Background: an optimization exercise with open tools, aiming at small area. Do not read the settings as production practice.
Where RTL was checked, it was by simulation tests only, not by an equivalence proof against the original.
No driver is modelled on the clock port, so clocking that relies on it looks cheaper here than on a real chip.
Power is estimated from default activity; no workload was simulated.

== JK ==
==> flow/design.v <==
module alu_adder (
    input             clk,
    input             rst,
    input             req_valid,
    output            req_ready,
    input      [7:0]  ctrl,
    input      [31:0] src,
    input      [31:0] dest,
    input             flag_we,
    input      [5:0]  flag_wdata,
    output reg        resp_valid,
    output     [31:0] result,
    output     [5:0]  flags,
    output reg        faulted,
    output     [2:0]  fault_cause
);
    localparam K_X = 3'd0, K_R = 3'd1, K_H = 3'd2, K_M = 3'd3;
    localparam K_D = 3'd4, K_G = 3'd5, K_I = 3'd6, K_S = 3'd7;
    localparam P0 = 3'b001, P1 = 3'b010, P2 = 3'b101, P3 = 3'b011;
    localparam P4 = 3'b111, P5 = 3'b110, P6 = 3'b100;
    reg cf, pf, af, zf, sf, of;
    assign flags = {of, sf, zf, af, pf, cf};
    reg [2:0]  ph;
    assign fault_cause = {ph[1], ~ph[1], ph[0]};
    reg [4:0]  cnt;
    reg        t;           
    reg [31:0] A;
    reg [31:0] Q;
    assign result = A;
    reg  [1:0] wc;
    wire [4:0] op = ctrl[4:0];
    wire illegal_op = ctrl[7] | (ctrl[4:0] > 5'd16);
    wire illegal_w  = (ctrl[6:5] == 2'b11);
    wire bad = illegal_op | illegal_w;
    wire op_addsub = (op[4:2] == 3'b000);           
    wire op_sub    = op[1];
    wire op_carry  = op[0];
    wire op_mul    = (op == 5'd4) | (op == 5'd5);
    wire op_div    = (op == 5'd6) | (op == 5'd7);
    wire op_mod    = (op == 5'd8) | (op == 5'd9);
    wire op_dm     = op_div | op_mod;
    wire op_signed = op[0] & (op_mul | op_dm);      
    wire op_logic  = (op == 5'd10) | (op == 5'd11) | (op == 5'd12);
    wire op_shl    = (op == 5'd13) | (op == 5'd16);
    wire op_shr    = (op == 5'd14);
    wire op_sar    = (op == 5'd15);
    wire op_shrx   = op_shr | op_sar;
    wire w8  = (wc == 2'b00);
    wire w16 = (wc == 2'b01);
    wire g1 = wc[1] | wc[0];
    wire g2 = wc[1];
    wire [31:0] mask = {{16{g2}}, {8{g1}}, 8'hFF};
    function msb_w(input [31:0] x, input [1:0] c);
        msb_w = c[1] ? x[31] : c[0] ? x[15] : x[7];
    endfunction
    wire sn = msb_w(src, wc);
    wire dn = msb_w(dest, wc);
    wire pn = sn ^ dn;                            
    wire [4:0] c = src[4:0];
    wire c_zero = (c == 5'd0);
    wire sneg   = op_sar & dn;                   
    wire at_c = (cnt == c);
    wire last = (cnt == 5'd0);
    reg [2:0] kind;
    always @(*) begin
        kind = K_X;
        if (op_addsub)
            kind = (ph == P0) ? K_X : K_R;
        else if (op_logic)
            kind = (ph == P2) ? K_G : K_X;
        else if (op_mul)
            case (ph)
                P0, P1, P3: kind = K_X;
                P2: kind = K_M;
                default: kind = K_H;
            endcase
        else if (op_dm)
            case (ph)
                P0, P1, P2, P5: kind = K_X;
                P3: kind = K_D;
                P4: kind = op_mod ? K_R : K_H;
                default: kind = K_H;
            endcase
        else if (op_shl)
            kind = (ph == P0) ? K_X : K_I;
        else
            kind = (ph == P2) ? K_S : K_X;
    end
    reg ins, x32on, mk;
    reg ys, yd, inv, cin;
    reg qbit;
    wire [32:0] x = {A[31] & x32on, A[30:0], ins};
    wire [31:0] ysm = {{16{ys & g2}}, {8{ys & g1}}, {8{ys}}};
    wire [31:0] ydm = {{16{yd & g2}}, {8{yd & g1}}, {8{yd}}};
    wire [31:0] ivm = {{16{inv & g2}}, {8{inv & g1}}, {8{inv}}};
    wire [31:0] y = ((ysm & src) | (ydm & dest)) ^ ivm;
    wire [33:0] cy;
    wire [33:0] S;
    assign cy[0] = cin;
    genvar i;
    generate
        for (i = 0; i < 32; i = i + 1) begin : g_fa
            assign S[i] = x[i] ^ y[i] ^ cy[i];
            assign cy[i+1] = (x[i] & y[i]) | (x[i] & cy[i]) | (y[i] & cy[i]);
        end
    endgenerate
    assign S[32] = x[32] ^ cy[32];
    assign cy[33] = x[32] & cy[32];
    assign S[33] = cy[33];
    wire s_w   = wc[1] ? S[32] : wc[0] ? S[16] : S[8];       
    wire s_w1  = wc[1] ? S[33] : wc[0] ? S[17] : S[9];       
    wire s_msb = msb_w(S[31:0], wc);                         
    wire q_chk = wc[1] ? Q[30] : wc[0] ? Q[14] : Q[6];       
    wire n_zf = ((S[31:0] & mask) == 32'd0);
    wire n_pf = ~^S[7:0];
    wire n_sf = s_msb;
    wire kill8  = mk & w8;
    wire kill16 = mk & w16;
    reg ready_c;         
    reg fault_c;         
    reg wflags;          
    reg n_cf, n_of;
    reg t_n;
    wire sub_step = ~t;                           
    wire neg = op_signed & (op_mod ? dn : pn);    
    always @(*) begin
        ins = 1'b0; x32on = 1'b1; mk = 1'b1;
        ys = 1'b0; yd = 1'b0; inv = 1'b0; cin = 1'b0;
        qbit = Q[31];
        ready_c = 1'b0; fault_c = 1'b0; wflags = 1'b0;
        n_cf = 1'b0; n_of = 1'b0;
        t_n = t;
        case (kind)
            K_X: begin
                mk = 1'b0;
                qbit = A[31];
                if ((op_mul & (ph == P1)) | (op_dm & (ph == P2))) t_n = 1'b0;
                if (last) begin
                    if (ph == P0) begin
                        if (op_addsub | op_shrx) begin
                            yd = 1'b1;
                            inv = sneg;                    
                        end else if (op_mul) begin
                            ys = 1'b1; inv = op_signed & sn; cin = op_signed & sn;
                        end else if (op_dm | op_logic) begin
                            ys = 1'b1;
                            t_n = n_zf;
                        end
                    end else if (ph == P1) begin
                        if (op_dm) begin
                            yd = 1'b1; inv = op_signed & dn; cin = op_signed & dn;
                        end else if (op_logic) begin
                            yd = 1'b1;
                        end else if (op_shrx) begin
                            inv = sneg;                    
                        end
                    end
                end
                if (op_dm & (ph == P1) & t) begin
                    ready_c = 1'b1; fault_c = 1'b1;    
                end
            end
            K_R: begin
                ins = A[31]; x32on = 1'b0; mk = last;
                if (last) begin
                    ys = op_addsub | t;
                    if (op_addsub) begin
                        inv = op_sub;
                        cin = op_sub ^ (op_carry & cf);
                        ready_c = 1'b1; wflags = 1'b1;
                        n_cf = s_w ^ op_sub;
                        n_of = (dn ~^ (sn ^ op_sub)) & (s_msb ^ dn);
                    end else begin
                        inv = t & op_signed & sn; cin = t & op_signed & sn;
                        t_n = op_signed & ~pn & q_chk;
                    end
                end
            end
            K_H: begin
                ins = Q[31] ^ neg;
                if (last) begin
                    cin = neg;
                    ready_c = 1'b1;
                    if (op_mul) begin
                        wflags = 1'b1;
                        n_cf = t | (op_signed & ~((n_sf == pn) | n_zf));
                        n_of = n_cf;
                    end else if (op_div) begin
                        fault_c = op_signed & ~pn & n_sf;
                    end else begin
                        fault_c = t;
                    end
                end
            end
            K_M: begin
                yd = Q[31];
                inv = Q[31] & op_signed & dn; cin = Q[31] & op_signed & dn;
                t_n = t | s_w | s_w1;
            end
            K_D: begin
                ins = Q[31];
                ys = 1'b1;
                inv = sub_step ^ (op_signed & sn); cin = sub_step ^ (op_signed & sn);
                t_n = s_w ^ sub_step;
                qbit = ~(s_w ^ sub_step);
            end
            K_G: begin
                mk = 1'b0;
                ins = (op == 5'd10) ? (A[31] & Q[31]) :
                      (op == 5'd11) ? (A[31] | Q[31]) : (A[31] ^ Q[31]);
                if (last) begin
                    ready_c = 1'b1; wflags = 1'b1;
                end
            end
            K_I: begin
                yd = at_c;
                if (last) begin
                    ready_c = 1'b1; wflags = ~c_zero;
                    n_cf = s_w;
                    n_of = s_w ^ s_msb;
                end
            end
            default: begin   
                ins = Q[31] ^ sneg;
                if (at_c) begin
                    ready_c = 1'b1; wflags = ~c_zero;
                    n_cf = Q[30] ^ sneg;           
                    n_of = op_shr & dn;
                end
            end
        endcase
        if (bad) begin
            ready_c = 1'b1; fault_c = 1'b1;
        end
    end
    wire active = req_valid & ~faulted;
    assign req_ready = ~faulted & ready_c;
    wire accept = active & ready_c;
    wire [31:0] a_keep = {14'h3FFF, ~kill16, ~kill16, 6'h3F, ~kill8, ~kill8, 8'hFF};
    always @(posedge clk) begin
        A <= S[31:0] & a_keep;
        wc <= ctrl[6:5];
        Q <= {Q[30:0], qbit};
        t <= t_n;
    end
    wire fc_lo = bad ? ~illegal_op : (kind == K_H);
    always @(posedge clk) begin
        if (rst) begin
            ph <= P0;
            cnt <= 5'd31;
            resp_valid <= 1'b0;
            faulted <= 1'b0;
            {of, sf, zf, af, pf, cf} <= 6'd0;
        end else begin
            resp_valid <= accept & ~fault_c;
            if (faulted) begin
            end else if (~active | accept) begin
                ph <= (accept & fault_c) ? {1'b0, bad, fc_lo} : P0;
                cnt <= 5'd31;
            end else begin
                cnt <= cnt - 5'd1;
                if (last) ph <= {ph[1:0], ph[2] ^ ph[1]};    
            end
            if (accept & fault_c) faulted <= 1'b1;
            if (accept & ~fault_c & wflags) begin
                cf <= n_cf;
                pf <= n_pf;
                zf <= n_zf;
                sf <= n_sf;
                of <= n_of;
            end
            if (flag_we) {of, sf, zf, af, pf, cf} <= flag_wdata;
        end
    end
endmodule
==> flow/config.mk <==
export PLATFORM = sky130hd
export DESIGN_NAME = alu_adder
export DESIGN_NICKNAME = alu_adder
export VERILOG_FILES = /design/flow/design.v
export SDC_FILE = /design/flow/constraint.sdc
export NUM_CORES = 4
export LEC_CHECK = 0
export ABC_AREA = 1
export CAP_MARGIN = 20
export CORE_MARGIN = 2
export CORE_UTILIZATION = 40
export SLEW_MARGIN = 20
==> flow/constraint.sdc <==
create_clock -name core_clock -period 20.0 [get_ports {clk}]
set_input_delay 4.0000 -clock core_clock [delete_from_list [all_inputs] [get_ports {clk}]]
set_output_delay 4.0000 -clock core_clock [all_outputs]
set_load 0.01 [all_outputs]
standard.sh (not shown) runs the stock make flow with config.mk's settings and CLKGATE_MAP_FILE= SYNTH_SCRIPT=/design/flow/synth_recipe.tcl, a recipe that flattens the netlist after the stock synthesis.
==> flow/flow/run.sh <==
#!/bin/bash
# The standard layout (standard.sh), with five changes:
# - every port gets the smallest buffer cell (sky130_fd_sc_hd__buf_1);
# - the clock tree uses clkbuf_8/clkbuf_4 buffers and no dummy loads;
# - ABC maps the logic for area only (flow/area.abc instead of the
#   standard abc_area.script); the rest of the synthesis is the standard flow's own;
# - timing-driven global placement does not keep its buffers
#   (GPL_KEEP_OVERFLOW=0);
# - after CTS, flow/clock_down.tcl gives each clock buffer the smallest
#   size that keeps every flip-flop clock pin's slew within 110 ps.
# Each tool's output goes to standard.log and to ORFS's logs under orfs/.
set -euo pipefail
W=$PWD
export BUFFER_PORTS_ARGS="-buffer_cell sky130_fd_sc_hd__buf_1"
export GPL_KEEP_OVERFLOW=0
export POST_CTS_TCL="$W/flow/clock_down.tcl"
export CTS_ARGS="-sink_clustering_enable -repair_clock_nets -dont_use_dummy_load -buf_list sky130_fd_sc_hd__clkbuf_4 -root_buf sky130_fd_sc_hd__clkbuf_8"
cat > "$W/flow_synth.tcl" <<EOF
proc abc {args} {
  set i [lsearch -exact \$args -script]
  if { \$i >= 0 } { lset args [expr { \$i + 1 }] $W/flow/area.abc }
  yosys abc {*}\$args
}
source $W/synth_recipe.tcl
EOF
sed "s#SYNTH_SCRIPT=[^ ]*#SYNTH_SCRIPT=$W/flow_synth.tcl#" standard.sh > standard_area.sh
bash standard_area.sh > standard.log 2>&1
==> flow/flow/area.abc <==
strash
&get -n
&dch
&nf -p -R 1000 -F 8 -C 32
&put
topo
stime -c
dnsize -c
==> flow/flow/clock_down.tcl <==
set db [ord::get_db]
set block [ord::get_db_block]
set limit 0.110
proc worst_clk_slew {} {
  set worst 0
  foreach p [get_pins -hierarchical */CLK] {
    set sl [get_property $p slew_max]
    if { $sl > $worst } { set worst $sl }
  }
  return $worst
}
foreach inst [$block getInsts] {
  set name [$inst getName]
  if { ![string match "clkbuf_*_clk" $name] } { continue }
  set orig [[$inst getMaster] getName]
  foreach cand {sky130_fd_sc_hd__clkbuf_2 sky130_fd_sc_hd__clkbuf_4 sky130_fd_sc_hd__clkbuf_8 sky130_fd_sc_hd__clkbuf_16} {
    if { $cand == $orig } { break }
    $inst swapMaster [$db findMaster $cand]
    estimate_parasitics -placement
    if { [worst_clk_slew] <= $limit } { break }
    $inst swapMaster [$db findMaster $orig]
  }
  estimate_parasitics -placement
  puts "clock buffer $name: [[$inst getMaster] getName]"
}
puts "worst clock pin slew [worst_clk_slew]"
Setup changes, JK to MS
--- a/flow/design.v
+++ b/flow/design.v
@@ -24,14 +24,15 @@
     assign fault_cause = {ph[1], ~ph[1], ph[0]};
     reg [4:0]  cnt;
     reg        t;           
     reg [31:0] A;
     reg [31:0] Q;
     assign result = A;
-    reg  [1:0] wc;
-    wire [4:0] op = ctrl[4:0];
+    reg  [6:0] ctrl_r;
+    wire [4:0] op = ctrl_r[4:0];
+    wire [1:0] wc = ctrl_r[6:5];
     wire illegal_op = ctrl[7] | (ctrl[4:0] > 5'd16);
     wire illegal_w  = (ctrl[6:5] == 2'b11);
     wire bad = illegal_op | illegal_w;
     wire op_addsub = (op[4:2] == 3'b000);           
     wire op_sub    = op[1];
     wire op_carry  = op[0];
@@ -236,13 +237,13 @@
     wire active = req_valid & ~faulted;
     assign req_ready = ~faulted & ready_c;
     wire accept = active & ready_c;
     wire [31:0] a_keep = {14'h3FFF, ~kill16, ~kill16, 6'h3F, ~kill8, ~kill8, 8'hFF};
     always @(posedge clk) begin
         A <= S[31:0] & a_keep;
-        wc <= ctrl[6:5];
+        ctrl_r <= ctrl[6:0];
         Q <= {Q[30:0], qbit};
         t <= t_n;
     end
     wire fc_lo = bad ? ~illegal_op : (kind == K_H);
     always @(posedge clk) begin
         if (rst) begin
### Flow results
When MS is set beside JK, its number of nets in the synthesized netlist turns out to be 4 larger. In MS relative to JK, final area had gone down by a few percent. MS ends up with a sequential power that is about 3% higher than in JK. MS ends up with a overall global routing resource usage that is 1.4 points higher than in JK. JK -> MS: number of nets with antenna violations after routing delta 0, exact match. Between JK and MS, the power dissipated in the clock network is higher for MS. Going from JK to MS, wire length on met2 moved down, part of the total power dissipated in the clock network +0.9 points, xor-xnor portion of the synthesized cell area was more or less identical, total standard cell area after synthesis increased 1.7%, routed wire length grew by about 5%. In the tables for JK and MS, vertical extent of the die reads lower with JK. MS ends up with lower power than JK does.
Only the layout flow was run in JK; the RTL was not checked for function there.

## re-timing with driven ports
The results above use ideal ports. As a check the final layouts listed here were re-extracted and re-timed, cells and wires unchanged.
Step 1: set_driving_cell puts a clkbuf_16 on clk and a buf_2 on each other input, an assumption about the parent block.
Step 2, shift: input delay + t, output delay - t, t = (earliest + latest rising clock arrival at the registers) / 2. This alone moves slack from input paths to output paths.
Slacks: ideal ports / drivers / drivers and shift; pairs: ideal ports / drivers.
run	t, ns	slack for setup (ns)	worst data-port slew with drivers (ns)
JK	0.558	0.579 / 0.591 / 0.033	0.05
MS	0.576	0.797 / 0.807 / 0.231	0.04
After both steps setup and hold are still met in every run listed. The setup slack of MS, which loses most, moves by +0.010 ns with the drivers and by -0.566 ns with both steps.
